What follows belongs to an exercise in optimizing a design on an open flow for small area, a short achievable clock period and few clock cycles per item; a production flow would make more cautious choices. In this exercise RTL edits were held to simulation tests only and were not proved equivalent to the original.

==> flow/config.mk <==
export PLATFORM = sky130hd
export DESIGN_NAME = mc_interp
export DESIGN_NICKNAME = mc_interp
export VERILOG_FILES = /design/flow/design.v
export SDC_FILE = /design/flow/constraint.sdc
export NUM_CORES = 4
export LEC_CHECK = 0
export CAP_MARGIN = 20
export CORE_MARGIN = 2
export CORE_UTILIZATION = 40
export SLEW_MARGIN = 20
==> flow/constraint.sdc <==
create_clock -name core_clock -period 10.0 [get_ports {clk}]
set_input_delay 2.0000 -clock core_clock [delete_from_list [all_inputs] [get_ports {clk}]]
set_output_delay 2.0000 -clock core_clock [all_outputs]
set_load 0.01 [all_outputs]
==> flow/design.v <==
module mc_interp (
    input  wire        clk,
    input  wire        rst,           
    input  wire        start,         
    output wire        ready,
    input  wire        chroma,        
    input  wire [2:0]  size,          
    input  wire [15:0] mv_x,          
    input  wire [15:0] mv_y,
    input  wire [15:0] ref_base,      
    input  wire [15:0] ref_stride,    
    output wire        mem_rd,
    output wire [15:0] mem_addr,
    input  wire [7:0]  mem_data,
    output reg         pix_valid,
    output reg  [7:0]  pix
);
    function automatic signed [7:0] luma_tap(input [1:0] p, input [2:0] i);
        reg signed [7:0] t;
        begin
            case ({p, i})
                5'd0:  t = 0;   5'd1:  t = 0;   5'd2:  t = 0;   5'd3:  t = 64;
                5'd4:  t = 0;   5'd5:  t = 0;   5'd6:  t = 0;   5'd7:  t = 0;
                5'd8:  t = -1;  5'd9:  t = 4;   5'd10: t = -10; 5'd11: t = 58;
                5'd12: t = 17;  5'd13: t = -5;  5'd14: t = 1;   5'd15: t = 0;
                5'd16: t = -1;  5'd17: t = 4;   5'd18: t = -11; 5'd19: t = 40;
                5'd20: t = 40;  5'd21: t = -11; 5'd22: t = 4;   5'd23: t = -1;
                5'd24: t = 0;   5'd25: t = 1;   5'd26: t = -5;  5'd27: t = 17;
                5'd28: t = 58;  5'd29: t = -10; 5'd30: t = 4;   default: t = -1;
            endcase
            luma_tap = t;
        end
    endfunction
    function automatic signed [7:0] chroma_tap(input [2:0] p, input [1:0] i);
        reg signed [7:0] t;
        begin
            case ({p, i})
                5'd0:  t = 0;   5'd1:  t = 64;  5'd2:  t = 0;   5'd3:  t = 0;
                5'd4:  t = -2;  5'd5:  t = 58;  5'd6:  t = 10;  5'd7:  t = -2;
                5'd8:  t = -4;  5'd9:  t = 54;  5'd10: t = 16;  5'd11: t = -2;
                5'd12: t = -6;  5'd13: t = 46;  5'd14: t = 28;  5'd15: t = -4;
                5'd16: t = -4;  5'd17: t = 36;  5'd18: t = 36;  5'd19: t = -4;
                5'd20: t = -4;  5'd21: t = 28;  5'd22: t = 46;  5'd23: t = -6;
                5'd24: t = -2;  5'd25: t = 16;  5'd26: t = 54;  5'd27: t = -4;
                5'd28: t = -2;  5'd29: t = 10;  5'd30: t = 58;  default: t = -2;
            endcase
            chroma_tap = t;
        end
    endfunction
    localparam S_IDLE  = 2'd0;
    localparam S_SETUP = 2'd1;
    localparam S_RUN   = 2'd2;
    localparam S_DRAIN = 2'd3;
    reg [1:0]  state;
    reg        c_chroma;
    reg [2:0]  c_fx, c_fy;
    reg [15:0] c_ix, c_iy;        
    reg [15:0] c_stride;
    reg [15:0] c_base;
    reg [3:0]  c_w, c_h;          
    reg        c_copy;            
    wire [3:0] win_last = c_copy ? 4'd0 : (c_chroma ? 4'd3 : 4'd7);   
    wire [2:0] win_off  = c_copy ? 3'd0 : (c_chroma ? 3'd1 : 3'd3);   
    wire [2:0] tap_base = c_copy ? (c_chroma ? 3'd1 : 3'd3) : 3'd0;  
    wire [2:0]  in_fx = chroma ? mv_x[2:0] : {1'b0, mv_x[1:0]};
    wire [2:0]  in_fy = chroma ? mv_y[2:0] : {1'b0, mv_y[1:0]};
    wire [15:0] in_ix = chroma ? {{3{mv_x[15]}}, mv_x[15:3]} : {{2{mv_x[15]}}, mv_x[15:2]};
    wire [15:0] in_iy = chroma ? {{3{mv_y[15]}}, mv_y[15:3]} : {{2{mv_y[15]}}, mv_y[15:2]};
    reg [3:0] in_w, in_h;
    always @(*) begin
        case (size)
            3'd0:    begin in_w = 4'd1; in_h = 4'd1; end
            3'd1:    begin in_w = 4'd2; in_h = 4'd2; end
            3'd2:    begin in_w = 4'd4; in_h = 4'd2; end
            3'd3:    begin in_w = 4'd4; in_h = 4'd4; end
            default: begin in_w = 4'd8; in_h = 4'd8; end
        endcase
    end
    reg [3:0]  cnt_i, cnt_j, cnt_x, cnt_y;
    reg [15:0] line_ptr;    
    reg [15:0] pix_ptr;     
    reg [15:0] row_ptr;     
    wire issue = (state == S_RUN);
    assign mem_rd   = issue;
    assign mem_addr = row_ptr + {12'd0, cnt_i};
    assign ready    = (state == S_IDLE);
    wire last_i = (cnt_i == win_last);
    wire last_j = (cnt_j == win_last);
    wire last_x = (cnt_x == c_w - 4'd1);
    wire last_y = (cnt_y == c_h - 4'd1);
    reg        b_valid;
    reg        c_valid;
    wire [15:0] org_row = c_iy - {13'd0, win_off};
    wire [15:0] org_col = c_ix - {13'd0, win_off};
    wire [15:0] origin  = c_base + org_row * c_stride + org_col;
    always @(posedge clk) begin
        if (rst) begin
            state <= S_IDLE;
        end else begin
            case (state)
                S_IDLE: begin
                    if (start) begin
                        c_chroma <= chroma;
                        c_fx     <= in_fx;
                        c_fy     <= in_fy;
                        c_ix     <= in_ix;
                        c_iy     <= in_iy;
                        c_stride <= ref_stride;
                        c_base   <= ref_base;
                        c_w      <= in_w;
                        c_h      <= in_h;
                        c_copy   <= (in_fx == 3'd0) && (in_fy == 3'd0);
                        state    <= S_SETUP;
                    end
                end
                S_SETUP: begin
                    line_ptr <= origin;
                    pix_ptr  <= origin;
                    row_ptr  <= origin;
                    cnt_i    <= 4'd0;
                    cnt_j    <= 4'd0;
                    cnt_x    <= 4'd0;
                    cnt_y    <= 4'd0;
                    state    <= S_RUN;
                end
                S_RUN: begin
                    if (!last_i) begin
                        cnt_i <= cnt_i + 4'd1;
                    end else begin
                        cnt_i <= 4'd0;
                        if (!last_j) begin
                            cnt_j   <= cnt_j + 4'd1;
                            row_ptr <= row_ptr + c_stride;
                        end else begin
                            cnt_j <= 4'd0;
                            if (!last_x) begin
                                cnt_x   <= cnt_x + 4'd1;
                                pix_ptr <= pix_ptr + 16'd1;
                                row_ptr <= pix_ptr + 16'd1;
                            end else begin
                                cnt_x <= 4'd0;
                                if (!last_y) begin
                                    cnt_y    <= cnt_y + 4'd1;
                                    line_ptr <= line_ptr + c_stride;
                                    pix_ptr  <= line_ptr + c_stride;
                                    row_ptr  <= line_ptr + c_stride;
                                end else begin
                                    state <= S_DRAIN;
                                end
                            end
                        end
                    end
                end
                default: begin  
                    if (!b_valid && !c_valid)
                        state <= S_IDLE;
                end
            endcase
        end
    end
    reg  [2:0] b_tap;           
    reg  [2:0] b_row;           
    reg        b_first_i, b_last_i, b_first_j, b_last_j;
    reg signed [15:0] h_acc;
    always @(posedge clk) begin
        if (rst) begin
            b_valid <= 1'b0;
        end else begin
            b_valid <= issue;
        end
        b_tap     <= tap_base + cnt_i[2:0];
        b_row     <= tap_base + cnt_j[2:0];
        b_first_i <= (cnt_i == 4'd0);
        b_last_i  <= last_i;
        b_first_j <= (cnt_j == 4'd0);
        b_last_j  <= last_j && last_i;
    end
    wire signed [7:0]  h_tap  = c_chroma ? chroma_tap(c_fx, b_tap[1:0]) : luma_tap(c_fx[1:0], b_tap);
    wire signed [16:0] h_prod = h_tap * $signed({1'b0, mem_data});
    wire signed [15:0] h_sum  = (b_first_i ? 16'sd0 : h_acc) + h_prod[15:0];
    reg        c_first, c_last;
    reg  [2:0] c_row;
    reg signed [15:0] c_hsum;
    reg signed [23:0] acc;
    always @(posedge clk) begin
        if (rst) begin
            c_valid <= 1'b0;
        end else begin
            c_valid <= b_valid && b_last_i;
        end
        if (b_valid)
            h_acc <= h_sum;
        c_hsum  <= h_sum;
        c_row   <= b_row;
        c_first <= b_first_j;
        c_last  <= b_last_j;
    end
    wire signed [7:0]  v_tap   = c_chroma ? chroma_tap(c_fy, c_row[1:0]) : luma_tap(c_fy[1:0], c_row);
    wire signed [23:0] v_prod  = v_tap * c_hsum;
    wire signed [23:0] acc_new = (c_first ? 24'sd0 : acc) + v_prod;
    wire signed [23:0] rounded = (acc_new + 24'sd2048) >>> 12;
    always @(posedge clk) begin
        if (rst) begin
            pix_valid <= 1'b0;
        end else begin
            pix_valid <= c_valid && c_last;
        end
        if (c_valid)
            acc <= acc_new;
        if (c_valid && c_last) begin
            if (rounded < 0)
                pix <= 8'd0;
            else if (rounded > 255)
                pix <= 8'd255;
            else
                pix <= rounded[7:0];
        end
    end
endmodule
==> flow/run.sh <==
#!/bin/bash
# synth_recipe.tcl (not shown) runs the flow's synth.tcl, then flattens the netlist and writes it again
# the make line also repeats each setting of config.mk as NAME=value (left out here)
make -C /OpenROAD-flow-scripts/flow DESIGN_CONFIG=/design/flow/config.mk WORK_HOME=/design/flow/orfs CLKGATE_MAP_FILE= SYNTH_SCRIPT=/design/flow/synth_recipe.tcl finish
==> results.yml <==
yosys:
  synth_edf_count: 188
  post_synthesis_cells: 2473
  synth-main-ff-cell: "sky130_fd_sc_hd__edfxtp_1"
  synth_async_sr_flop_share: 0
  synth_top_family_by_area: "adder cells"
  netlist-cell-type-count: 86
  yosys.area_share.xor_xnor: 0.0622
  seq_area_frac_synth: 0.256
  synth.yosys.warnings: 1
  synth.top_cells.by_area: "sky130_fd_sc_hd__fa_1, sky130_fd_sc_hd__edfxtp_1, sky130_fd_sc_hd__ha_1"
  synth-compound-area-share: 0.0827
  register_bit_total_from_synthesis: 224
  yosysTopAreaCellShare: 0.246
  yosys-mux-area-fraction: 0.0218
  synth_nets: 3068
  syn_area_per_cell_um2: 10.0
  synthesized_area_fraction_occupied_by_adder_cells: 0.352
  yosys.area.top_type: "sky130_fd_sc_hd__fa_1"
  synthSimpleGateAreaFrac: 0.155
  post_synth_instance_area_um2: 24800
placement:
  routability_congestion: 0.856
  place_area_um2: 26800
  dpl.hpwl_mm: 47.0
  dpl_worst_slack_ns: 1.67
  port-buffer-count: 105
min_path:
  hold_path.class: "reg -> reg"
  hold_depth: 0
route:
  via_count: 17400
  vias_cell: 5.14
  drt_iter0_markers: 884
  wire_per_inst_um: 17.3
  drtPass1Iterations: 5
  total_drc_errors_in_the_routed_layout: 0
  postRouteAntennaNets: 0
  wl_mm: 58.4
grt:
  grt_pass1_vias: 18700
  grt_start_max_net_pins: 69
  grt-ovfl-total: 0
  initial_antenna_violation_count: 0
  grt_first_pass_wirelength_mm: 97.8
  gr-usage-all-layers: 0.190
sta:
  worst_slack_ns: 1.66
  final_min_period_over_clock_period: 0.834
  maxSlewViolCount: 0
  setup_tns_final_ns: 0
  finalSetupViolCount: 0
  finClkSkew_ns: 0.0202
  max_freq_mhz: 120
  timing.final.hold_violations: 0
  rsz0062_at_grt: "false"
  max-slew-margin-rel: 0.354
  min_clock_period_post_route_ns: 8.34
  worst-slew-pin-transition_ns: 0.969
worst_setup_path:
  timing.setup.critical_path_class: "reg -> reg"
  startpoint_class_of_the_critical_path: "flip-flop"
  rr_worst_depth: 25
  path_max_fanout: 7
  worst-endpoint-required_ns: 10.33
  regToRegSetupSlack_ns: 1.66
  critPathArrivalTime_ns: 8.68
  crit_path_end_kind: "flip-flop"
clock_network:
  cts.htree.levels: 1
  cts_tree: "built"
  post_cts_repair_setup_buffers: 0
  cts_num_sinks: 224
  clockBufferDepth: 3
  latest_clock_arrival_within_the_worst_skew_pair_ns: 0.59
  path_clk_slew_ns: 0.06
  root_buffer: "sky130_fd_sc_hd__clkbuf_16"
  post_cts_resize_count: 0
  cts-buffers-inserted: 27
  cts_hold_repair.buffers: 0
final_layout:
  post_route_standard_cell_area_excluding_fillers_um2: 27700
  synthToLayoutAreaGrowth_pct: 11.5
  num-fill-cells: 5841
  n_antenna_cell: 0
  layout.core_utilization: 0.450
  multi_input_area_um2: 16800
  area.sequential_um2: 6370
  fin_nets: 3159
  layout-drive-gt1-share: 0.0511
die:
  dieWidth_um: 253
  die_h_um: 253
  boundaryPins: 106
  initial_core_util: 0.404
  core-area_um2: 61500
  fp.dieArea_um2: 64100
  floorplan_row_count: 91
status:
  status: "no timing/DRC/antenna violations"
job:
  maxCapViolations: 0
sequential cells by signal, indices dropped and copies added, names as in the netlist, 16 cells and up:
name / flops
h_acc: 16
line_ptr: 16
c_hsum: 16
c_stride: 16
c_base: 16
row_ptr: 16
acc: 24
pix_ptr: 16
critical path, stage by stage (launching register included):
cell,delay [ns]
sky130_fd_sc_hd__edfxtp_1,0.50
sky130_fd_sc_hd__inv_1,0.17
sky130_fd_sc_hd__ha_1,0.18
sky130_fd_sc_hd__inv_1,0.06
sky130_fd_sc_hd__fa_1,0.45
sky130_fd_sc_hd__or4_1,0.72
sky130_fd_sc_hd__nor2_4,0.22
sky130_fd_sc_hd__nand2_1,0.13
sky130_fd_sc_hd__xnor2_1,0.39
sky130_fd_sc_hd__nand2_1,0.14
sky130_fd_sc_hd__fa_1,0.56
sky130_fd_sc_hd__fa_1,0.58
sky130_fd_sc_hd__fa_1,0.44
sky130_fd_sc_hd__fa_1,0.56
sky130_fd_sc_hd__fa_1,0.42
sky130_fd_sc_hd__fa_1,0.39
sky130_fd_sc_hd__xnor2_1,0.20
sky130_fd_sc_hd__xnor2_1,0.16
sky130_fd_sc_hd__xnor2_1,0.15
sky130_fd_sc_hd__xnor2_1,0.15
sky130_fd_sc_hd__xnor3_1,0.42
sky130_fd_sc_hd__xnor3_1,0.21
sky130_fd_sc_hd__xnor3_1,0.43
sky130_fd_sc_hd__xnor2_1,0.20
sky130_fd_sc_hd__nor2_2,0.07
sky130_fd_sc_hd__a31o_1,0.21
placed cells by master, fill, tap and decap left out, types with 70 or more instances in the layout:
master and n:
sky130_fd_sc_hd__inv_1 393, sky130_fd_sc_hd__fa_1 305, sky130_fd_sc_hd__ha_1 210, sky130_fd_sc_hd__nand2_1 196
sky130_fd_sc_hd__edfxtp_1 188, sky130_fd_sc_hd__and2_1 148, sky130_fd_sc_hd__xnor2_1 124, sky130_fd_sc_hd__nor2_1 121
sky130_fd_sc_hd__clkdlybuf4s50_1 105, sky130_fd_sc_hd__a21oi_1 73, sky130_fd_sc_hd__nor2b_1 70
final timing paths:
check,to,startpoint
setup / recovery,row_ptr[15],c_copy
hold / removal,c_row[0],b_row[0]
setup reg to reg,row_ptr[15],c_copy
hold reg to reg,c_row[0],b_row[0]
cell usage after synthesis (4+ instances only):
cell type and number:
sky130_fd_sc_hd__a31oi_1 17, sky130_fd_sc_hd__and3_1 14, sky130_fd_sc_hd__o31a_1 5, sky130_fd_sc_hd__edfxtp_1 188, sky130_fd_sc_hd__a21o_1 40, sky130_fd_sc_hd__inv_1 393, sky130_fd_sc_hd__nor2_1 123, sky130_fd_sc_hd__mux2i_1 18
sky130_fd_sc_hd__o31ai_1 5, sky130_fd_sc_hd__xnor3_1 5, sky130_fd_sc_hd__nand4_1 8, sky130_fd_sc_hd__a31o_2 4, sky130_fd_sc_hd__o211ai_1 9, sky130_fd_sc_hd__dfxtp_1 36, sky130_fd_sc_hd__a22oi_1 5, sky130_fd_sc_hd__or2_2 12
sky130_fd_sc_hd__or3_1 10, sky130_fd_sc_hd__o21bai_1 7, sky130_fd_sc_hd__o221ai_1 4, sky130_fd_sc_hd__clkbuf_1 52, sky130_fd_sc_hd__mux2_2 32, sky130_fd_sc_hd__nor3_1 47, sky130_fd_sc_hd__xor2_1 32, sky130_fd_sc_hd__nor3b_1 7
sky130_fd_sc_hd__ha_1 211, sky130_fd_sc_hd__o21ai_0 65, sky130_fd_sc_hd__o311ai_0 4, sky130_fd_sc_hd__nor4_1 4, sky130_fd_sc_hd__a21oi_1 74, sky130_fd_sc_hd__nand2_1 196, sky130_fd_sc_hd__fa_1 305, sky130_fd_sc_hd__buf_1 5
sky130_fd_sc_hd__a21boi_0 7, sky130_fd_sc_hd__nand3_1 38, sky130_fd_sc_hd__o21a_1 16, sky130_fd_sc_hd__nand2b_1 52, sky130_fd_sc_hd__o22ai_1 9, sky130_fd_sc_hd__xnor2_1 124, sky130_fd_sc_hd__and2_1 148, sky130_fd_sc_hd__a211oi_1 6
sky130_fd_sc_hd__nor2b_1 70
cells by family after synthesis:
family | after synthesis
AO/OA/AOI/OAI | 313
XOR/XNOR | 165
adder cells (fa/ha/maj) | 516
buffers and inverters | 456
flip-flops | 224
multiplexers | 50
AND/OR/NAND/NOR | 749
layout make-up:
class                      instances  share of cell area
multi-input combinational       1793               0.606
clock inverter                    13             0.00344
inverter                         394              0.0535
clock buffer                      37              0.0284
sequential                       224               0.230
timing repair buffer             124              0.0431
tap                              790              0.0357
stage by stage:
stage	hold slack (ns)	instances
floorplan	0.310	2473
detailed placement	0.312	3325
global route	0.331	3375
global placement	0.311	3325
CTS	0.328	3375
finish	0.324	3375
per-layer routing:
| metal | wire length (µm) | share of wire | GRT usage |
|---|---|---|---|
| met1 | 24900 | 0.43 | 0.241 |
| met2 | 30200 | 0.52 | 0.346 |
| met3 | 1990 | 0.034 | 0.0175 |
| met4 | 1330 | 0.023 | 0.0460 |
| met5 | 0 | 0 | 0 |
Testbench counts, summed over its fixed seeds: cycles 317,789, pixels 10,774.

-- afterwards: timing with drivers on the ports --
How much do the figures lean on ideal ports? The routed layout below was timed once more, with nothing changed but the port constraints. Step 1: set_driving_cell puts a clkbuf_16 on clk and a buf_2 on each other input, an assumption about the parent block. Step 2 adds t to the input delays and takes it off the output delays; t is the mean of the earliest and latest rising clock arrival at the registers after step 1. Input paths then give back, and output paths get back, about the clock's delay inside the block. Three values: ideal, step 1, step 2; two values: the first two.
t, ns: 0.635
slack for setup (ns): 1.657 / 1.657 / 1.657
latest minus earliest clock arrival (ns): 0.021 / 0.021
After both steps this run still meets setup and hold. For this run, drivers alone change the setup slack by 0.000 ns; drivers and shift together by 0.000 ns.
